This design comes from an exercise in tuning for a short achievable clock period and few clock cycles on the open sky130 flow, not from production work. The RTL was checked by simulation tests, not by an equivalence proof against the original design. Power is estimated from default activity; no workload was simulated.

==> v33: inputs <==
==> flow/design.v (excerpt) <==
module hmmm_core (
    input  wire        clk,
    input  wire        rst,           
    input  wire [8:0]  code_limit,
    input  wire [5:0]  exc_en,        
    input  wire [1:0]  ibp_en,
    input  wire [7:0]  ibp0_addr,
    input  wire [7:0]  ibp1_addr,
    input  wire        cmd_cont,
    input  wire        cmd_step,
    input  wire        cmd_pause,
    input  wire        in_valid,
    input  wire        in_eof,
    input  wire [15:0] in_data,
    output wire        out_valid,
    output wire [15:0] out_data,
    output reg         mem_req,
    output reg         mem_we,
    output reg  [7:0]  mem_addr,
    output wire [15:0] mem_wdata,
    input  wire        mem_ack,
    input  wire [15:0] mem_rdata,
    output wire [2:0]  state,
    output wire [3:0]  stop_reason,
    output wire [15:0] pc_out,
    output wire [1:0]  bp_hit,
    output wire        exc_valid,
    output wire [2:0]  exc_kind,
    output wire [15:0] exc_epc,
    output wire [15:0] exc_addr,
    input  wire [3:0]  dbg_sel,
    output wire [15:0] dbg_rdata
);
    localparam integer DSTEPS = 2;
    localparam [2:0] RS_READY   = 3'd0,
                     RS_RUNNING = 3'd1,
                     RS_PAUSED  = 3'd2,
                     RS_HALTED  = 3'd3,
                     RS_AWAIT   = 3'd4;
    localparam [3:0] SR_NONE      = 4'd0,
                     SR_PAUSE     = 4'd1,
  ...
clock: 12.0 ns
lec_check: 0
abc_clock_period_in_ps: 3000
cap_margin: 20
core_margin: 2
core_utilization: 35
slew_margin: 20
standard.sh (not shown) runs the stock make flow with config.mk's settings and CLKGATE_MAP_FILE= SYNTH_SCRIPT=/design/flow/synth_recipe.tcl, a recipe that flattens the netlist after the stock synthesis.
==> flow/flow/run.sh <==
#!/bin/bash
set -euo pipefail
read -r CM CT GM GT < flow/repair.txt
bash standard.sh synth floorplan place > flow_1_synth_place.log 2>&1
bash standard.sh SETUP_SLACK_MARGIN="$CM" TNS_END_PERCENT="$CT" cts > flow_2_cts.log 2>&1
bash standard.sh SETUP_SLACK_MARGIN="$GM" TNS_END_PERCENT="$GT" finish > flow_3_route_finish.log 2>&1
==> flow/flow/repair.txt <==
6 0 5 100
==> v21 (differences from v33) <==
--- a/flow/design.v
+++ b/flow/design.v
@@ -111,10 +111,13 @@
     reg [CN-1:0] c_val;
     reg [7:0]  pf;              
     reg        sp_v;
     reg [7:0]  sp_a;
     reg [15:0] sp_d;
+    reg        fl_v;
+    reg [7:0]  fl_a;
+    reg [15:0] fl_d;
     wire [7:0] pf_ahead = pf - pc[7:0];
     wire       pf_want = !kge({8'd0, pf}, {7'd0, cfg_cl}) && (pf_ahead < (CN / 2));
     reg        exc_v;
     reg [2:0]  exc_k;
     reg [15:0] exc_pc;
@@ -215,11 +218,18 @@
             q_lt[j]   = !kge(regs[j], {7'd0, cfg_cl});
             q_le[j]   = kge({7'd0, cfg_cl}, regs[j]);
             q_dec[j]  = regs[j][7:0] - 8'd1;
         end
     end
-    wire [7:0]  mem_ea8      = mem_direct ? fn : is_popr ? q_dec[fy] : ry[7:0];
+    reg [7:0]   q_ea [0:15];
+    integer j3;
+    always @(*) begin
+        q_ea[0] = is_popr ? 8'hFF : 8'h00;
+        for (j3 = 1; j3 < 16; j3 = j3 + 1)
+            q_ea[j3] = is_popr ? q_dec[j3] : regs[j3][7:0];
+    end
+    wire [7:0]  mem_ea8      = mem_direct ? fn : q_ea[fy];
     wire        ry_hi        = q_hi[fy];
     wire        ry_zero      = q_zero[fy];
     wire        mem_oor      = !mem_direct && (is_popr ? (ry_zero || (ry_hi && !q_256[fy])) : ry_hi);
     wire        fn_in_code   = !kge({8'd0, fn}, {7'd0, cfg_cl});
     wire        ry_lt_cl     = q_lt[fy];
@@ -227,10 +237,26 @@
     wire        mem_in_code  = mem_direct ? fn_in_code :
                                is_popr ? (!ry_zero && ry_le_cl) : ry_lt_cl;
     wire        mask_en      = mem_is_write ? cfg_een[EX_CODE_WRITE - 1] : cfg_een[EX_CODE_READ - 1];
     wire        latched      = mask_latch_v && (mask_latch_w == mem_is_write);
     wire        mask_stop    = mem_in_code && mask_en && !suppress && !latched;
+    wire        mp_r = cfg_een[EX_CODE_READ - 1] && !suppress && !(mask_latch_v && !mask_latch_w);
+    wire        mp_w = cfg_een[EX_CODE_WRITE - 1] && !suppress && !(mask_latch_v && mask_latch_w);
+    reg [15:0]  ok_r, ok_w, ok_p;
+    integer j2;
+    always @(*) begin
+        for (j2 = 0; j2 < 16; j2 = j2 + 1) begin
+            ok_r[j2] = !q_hi[j2] && !(q_lt[j2] && mp_r);
+            ok_w[j2] = !q_hi[j2] && !(q_lt[j2] && mp_w);
+            ok_p[j2] = !(q_zero[j2] || (q_hi[j2] && !q_256[j2])) &&
+                       !(!q_zero[j2] && q_le[j2] && mp_r);
+        end
+    end
+    wire        fn_ok_r = !(fn_in_code && mp_r);
+    wire        fn_ok_w = !(fn_in_code && mp_w);
+    wire        acc_go  = is_loadn ? fn_ok_r : is_storen ? fn_ok_w :
+                          is_popr ? ok_p[fy] : mem_is_write ? ok_w[fy] : ok_r[fy];
     wire [16:0] pc_inc_c = kadd(pc, 16'd0, 1'b1);
     wire [15:0] pc_inc  = pc_inc_c[15:0];
     wire rx_zero = (rx == 16'd0);
     wire take_branch = (is_jeqz && rx_zero) ||
                        (is_jnez && !rx_zero) ||
@@ -328,64 +354,71 @@
     wire pc_in_seg = !kge(pc, {7'd0, cfg_cl});
     wire ex_phase = running && (phase == PH_EX);
     wire fetching = ex_phase && !irv;
     wire ex_start = ex_phase && irv && !pause_req &&
                     pc_in_seg && !(ibp_match != 2'b00 && !suppress);
-    wire acc_ok   = ex_start && is_mem_op && !mem_oor && !mask_stop;
+    wire acc_ok   = ex_start && is_mem_op && acc_go;
     wire acc_done = acc_ok && mem_ack;
     wire st_done  = acc_done && mem_is_write;
     assign mem_wdata = rx;
     wire port_data = ex_phase && irv && is_mem_op;
     wire port_pf   = !fetching && !port_data;
     wire pf_fill   = port_pf && pf_want && mem_ack;
     always @(*) begin
         mem_req  = !rst;
-        mem_we   = acc_ok && mem_is_write;
+        mem_we   = ex_start && (is_storen ? fn_ok_w : (is_storer || is_pushr) && ok_w[fy]);
         mem_addr = fetching ? pc[7:0] : port_data ? mem_ea8 : pf;
     end
     wire [7:0]  lka1 = pc_inc[7:0];    
     wire        lkf1 = pf_fill && (pf == lka1);
     wire        lks1 = st_done && (mem_ea8 == lka1);
     wire        lkp1 = sp_v && (sp_a == lka1);
-    wire [15:0] lkd1 = lks1 ? rx : lkp1 ? sp_d : lkf1 ? mem_rdata : c_data[lka1[CB-1:0]];
-    wire        lkh1 = lks1 || lkp1 || lkf1 || (c_val[lka1[CB-1:0]] && (c_tag[lka1[CB-1:0]] == lka1[7:CB]));
+    wire        lkq1 = fl_v && (fl_a == lka1);
+    wire [15:0] lkd1 = lks1 ? rx : lkp1 ? sp_d : lkq1 ? fl_d : lkf1 ? mem_rdata : c_data[lka1[CB-1:0]];
+    wire        lkh1 = lks1 || lkp1 || lkq1 || lkf1 || (c_val[lka1[CB-1:0]] && (c_tag[lka1[CB-1:0]] == lka1[7:CB]));
     wire [7:0]  lka5 = pc_inc[7:0] + 8'd1;    
     wire        lkf5 = pf_fill && (pf == lka5);
     wire        lks5 = st_done && (mem_ea8 == lka5);
     wire        lkp5 = sp_v && (sp_a == lka5);
-    wire [15:0] lkd5 = lks5 ? rx : lkp5 ? sp_d : lkf5 ? mem_rdata : c_data[lka5[CB-1:0]];
-    wire        lkh5 = lks5 || lkp5 || lkf5 || (c_val[lka5[CB-1:0]] && (c_tag[lka5[CB-1:0]] == lka5[7:CB]));
+    wire        lkq5 = fl_v && (fl_a == lka5);
+    wire [15:0] lkd5 = lks5 ? rx : lkp5 ? sp_d : lkq5 ? fl_d : lkf5 ? mem_rdata : c_data[lka5[CB-1:0]];
+    wire        lkh5 = lks5 || lkp5 || lkq5 || lkf5 || (c_val[lka5[CB-1:0]] && (c_tag[lka5[CB-1:0]] == lka5[7:CB]));
     wire [7:0]  lka2 = fn;    
     wire        lkf2 = pf_fill && (pf == lka2);
     wire        lks2 = st_done && (mem_ea8 == lka2);
     wire        lkp2 = sp_v && (sp_a == lka2);
-    wire [15:0] lkd2 = lks2 ? rx : lkp2 ? sp_d : lkf2 ? mem_rdata : c_data[lka2[CB-1:0]];
-    wire        lkh2 = lks2 || lkp2 || lkf2 || (c_val[lka2[CB-1:0]] && (c_tag[lka2[CB-1:0]] == lka2[7:CB]));
+    wire        lkq2 = fl_v && (fl_a == lka2);
+    wire [15:0] lkd2 = lks2 ? rx : lkp2 ? sp_d : lkq2 ? fl_d : lkf2 ? mem_rdata : c_data[lka2[CB-1:0]];
+    wire        lkh2 = lks2 || lkp2 || lkq2 || lkf2 || (c_val[lka2[CB-1:0]] && (c_tag[lka2[CB-1:0]] == lka2[7:CB]));
     wire [7:0]  lka6 = fn + 8'd1;
     wire        lkf6 = pf_fill && (pf == lka6);
     wire        lks6 = st_done && (mem_ea8 == lka6);
     wire        lkp6 = sp_v && (sp_a == lka6);
-    wire [15:0] lkd6 = lks6 ? rx : lkp6 ? sp_d : lkf6 ? mem_rdata : c_data[lka6[CB-1:0]];
-    wire        lkh6 = lks6 || lkp6 || lkf6 || (c_val[lka6[CB-1:0]] && (c_tag[lka6[CB-1:0]] == lka6[7:CB]));
+    wire        lkq6 = fl_v && (fl_a == lka6);
+    wire [15:0] lkd6 = lks6 ? rx : lkp6 ? sp_d : lkq6 ? fl_d : lkf6 ? mem_rdata : c_data[lka6[CB-1:0]];
+    wire        lkh6 = lks6 || lkp6 || lkq6 || lkf6 || (c_val[lka6[CB-1:0]] && (c_tag[lka6[CB-1:0]] == lka6[7:CB]));
     wire [7:0]  lka3 = rx[7:0];    
     wire        lkf3 = pf_fill && (pf == lka3);
     wire        lks3 = st_done && (mem_ea8 == lka3);
     wire        lkp3 = sp_v && (sp_a == lka3);
-    wire [15:0] lkd3 = lks3 ? rx : lkp3 ? sp_d : lkf3 ? mem_rdata : c_data[lka3[CB-1:0]];
-    wire        lkh3 = lks3 || lkp3 || lkf3 || (c_val[lka3[CB-1:0]] && (c_tag[lka3[CB-1:0]] == lka3[7:CB]));
+    wire        lkq3 = fl_v && (fl_a == lka3);
+    wire [15:0] lkd3 = lks3 ? rx : lkp3 ? sp_d : lkq3 ? fl_d : lkf3 ? mem_rdata : c_data[lka3[CB-1:0]];
+    wire        lkh3 = lks3 || lkp3 || lkq3 || lkf3 || (c_val[lka3[CB-1:0]] && (c_tag[lka3[CB-1:0]] == lka3[7:CB]));
     wire [7:0]  lka4 = ir2[7:0];    
     wire        lkf4 = pf_fill && (pf == lka4);
     wire        lks4 = st_done && (mem_ea8 == lka4);
     wire        lkp4 = sp_v && (sp_a == lka4);
-    wire [15:0] lkd4 = lks4 ? rx : lkp4 ? sp_d : lkf4 ? mem_rdata : c_data[lka4[CB-1:0]];
-    wire        lkh4 = lks4 || lkp4 || lkf4 || (c_val[lka4[CB-1:0]] && (c_tag[lka4[CB-1:0]] == lka4[7:CB]));
+    wire        lkq4 = fl_v && (fl_a == lka4);
+    wire [15:0] lkd4 = lks4 ? rx : lkp4 ? sp_d : lkq4 ? fl_d : lkf4 ? mem_rdata : c_data[lka4[CB-1:0]];
+    wire        lkh4 = lks4 || lkp4 || lkq4 || lkf4 || (c_val[lka4[CB-1:0]] && (c_tag[lka4[CB-1:0]] == lka4[7:CB]));
     wire [7:0]  lka8 = ir2[7:0] + 8'd1;
     wire        lkf8 = pf_fill && (pf == lka8);
     wire        lks8 = st_done && (mem_ea8 == lka8);
     wire        lkp8 = sp_v && (sp_a == lka8);
-    wire [15:0] lkd8 = lks8 ? rx : lkp8 ? sp_d : lkf8 ? mem_rdata : c_data[lka8[CB-1:0]];
-    wire        lkh8 = lks8 || lkp8 || lkf8 || (c_val[lka8[CB-1:0]] && (c_tag[lka8[CB-1:0]] == lka8[7:CB]));
+    wire        lkq8 = fl_v && (fl_a == lka8);
+    wire [15:0] lkd8 = lks8 ? rx : lkp8 ? sp_d : lkq8 ? fl_d : lkf8 ? mem_rdata : c_data[lka8[CB-1:0]];
+    wire        lkh8 = lks8 || lkp8 || lkq8 || lkf8 || (c_val[lka8[CB-1:0]] && (c_tag[lka8[CB-1:0]] == lka8[7:CB]));
     wire [15:0] seq_d = lks1 ? rx : irv2 ? ir2 : lkd1;
     wire        seq_h = lks1 || irv2 || lkh1;
     integer i;
     reg        rf_we;
     reg [3:0]  rf_wa;
@@ -429,13 +462,11 @@
     wire        inc_bp = (cfg_ben[1] && pc_inc == {8'd0, cfg_b1}) ||
                          (cfg_ben[0] && pc_inc == {8'd0, cfg_b0});
     wire        fold_c  = irv2 && !lks1 && (ir2[15:12] == 4'hB) && !step_mode &&
                           (pc_inc[8:0] != cfg_cl) && !inc_bp && !pause_req && !cmd_pause;
     wire [3:0]  fold_x     = ir2[11:8];
-    wire        simple_seq = ex_start &&
-                             (((is_setn || is_addn || is_add || is_sub) && fx != fold_x) ||
-                              ((is_jeqz || is_jnez || is_jgtz || is_jltz) && !take_branch));
+    wire        simple_seq = ex_start && (is_setn || is_addn || is_add || is_sub) && (fx != fold_x);
     wire        fold_lk    = fold_c && (fold_x != 4'd0) && simple_seq;
     wire [16:0] pc_inc2_c  = kadd(pc, 16'd1, 1'b1);
     wire        p2_we = ry_we || fold_lk;
     wire [3:0]  p2_wa = fold_lk ? fold_x : fy;
     wire [15:0] p2_wd = fold_lk ? pc_inc2_c[15:0] : ry_wd;
@@ -456,24 +487,26 @@
         if (rst) begin
             c_val <= {CN{1'b0}};
             sp_v  <= 1'b0;
             sp_a  <= 8'd0;
             sp_d  <= 16'd0;
+            fl_v  <= 1'b0;
+            fl_a  <= 8'd0;
+            fl_d  <= 16'd0;
         end else begin
             sp_v <= st_done;
             sp_a <= mem_ea8;
             sp_d <= rx;
+            fl_v <= (fetching && mem_ack) || pf_fill;
+            fl_a <= fetching ? pc[7:0] : pf;
+            fl_d <= mem_rdata;
             if (sp_v && c_tag[sp_a[CB-1:0]] == sp_a[7:CB])
                 c_data[sp_a[CB-1:0]] <= sp_d;
-            if (fetching && mem_ack) begin
-                c_val[pc[CB-1:0]]  <= 1'b1;
-                c_tag[pc[CB-1:0]]  <= pc[7:CB];
-                c_data[pc[CB-1:0]] <= mem_rdata;
-            end else if (pf_fill) begin
-                c_val[pf[CB-1:0]]  <= 1'b1;
-                c_tag[pf[CB-1:0]]  <= pf[7:CB];
-                c_data[pf[CB-1:0]] <= mem_rdata;
+            if (fl_v) begin
+                c_val[fl_a[CB-1:0]]  <= 1'b1;
+                c_tag[fl_a[CB-1:0]]  <= fl_a[7:CB];
+                c_data[fl_a[CB-1:0]] <= fl_d;
             end
         end
     end
     task finish(input [15:0] next_pc, input [15:0] next_ir, input next_irv,
                 input [15:0] next_ir2, input next_irv2);
==> qor summary <==
|  | v21 | v33 |
|---|---|---|
| Status | complete, but fails checks | complete, no violations |
| Reasons for failing layout checks | capacitance limit, slew limit | - |
| Vert. Die Dim | 623 microns | 608 microns |
| Clock insertion delay at the later pin of the skew report | 990 ps | 1010 ps |
| Fraction of layout instances using a drive strength above 1 | 25.8% | 21.7% |
| Max Transition Viols Final | 1 | 0 |
| Internal portion of total power | 21.8 mW | 21.6 mW |
| Full die area | 389000 sq um | 370000 sq um |
| Number of standard-cell rows in the floorplan | 227 | 221 |
| Multi-input gate share of total cell area | 63.1% | 62.9% |
| Avg Cell Area, Syn | 9.35 sq um | 9.04 sq um |
| Placement-stage cell area | 144000 sq um | 137000 sq um |
| Final Non-Filler Cells | 19600 | 19000 |
| Routed wl met3 | 140000 microns | 134000 microns |
| Seq_cells | 1295 | 1269 |
| FF/Latch Area | 32100 sq um | 31600 sq um |
| Synth Area in Compound Gates | 17.5% | 18.4% |
| First-pass GRT wire length | 1220000 microns | 1090000 microns |
| Number of global-route vias before repair | 132000 | 125000 |
| Total inserted antenna cells | 89 | 66 |
| Tot Pwr | 51.4 mW | 51.2 mW |
| Basic-gate share of the synthesized area counting and, or, nand and nor cells | 15.3% | 17.1% |
| Post-synth net total | 15000 | 14700 |
| Clock network fraction of design power | 10.9% | 10.6% |
Testbench counts of v33, summed over its fixed seeds: cycles 28,963.
Testbench counts of v21, summed over its fixed seeds: cycles 28,963.

==> afterwards: timing with drivers on the ports <==
The flow's constraints put no driver on any port. The routed layouts listed below were extracted and timed again, unchanged, in two steps.
Step 1, drivers: a clkbuf_16 drives clk and a buf_2 each remaining input, both assumed.
Step 2 moves the port delays by t, midway between the first and last clock arrival at a register: inputs arrive t later, outputs are due t later. That takes back most of the time a late clock gives input paths.
a / b / c = ideal / step 1 / step 2; a / b = the first two.
| run | t (ns) | setup slack, ns | worst slew at a driven data input, ns | pins driven straight from the clock port |
|---|---|---|---|---|
| v33 | 1.050 | 4.245 / 4.133 / 4.244 | 0.14 | 1 |
| v21 | 1.043 | 4.626 / 4.512 / 3.892 | 0.09 | 1 |
The setup slack of v21, which loses most, moves by -0.114 ns with the drivers and by -0.734 ns with both steps.
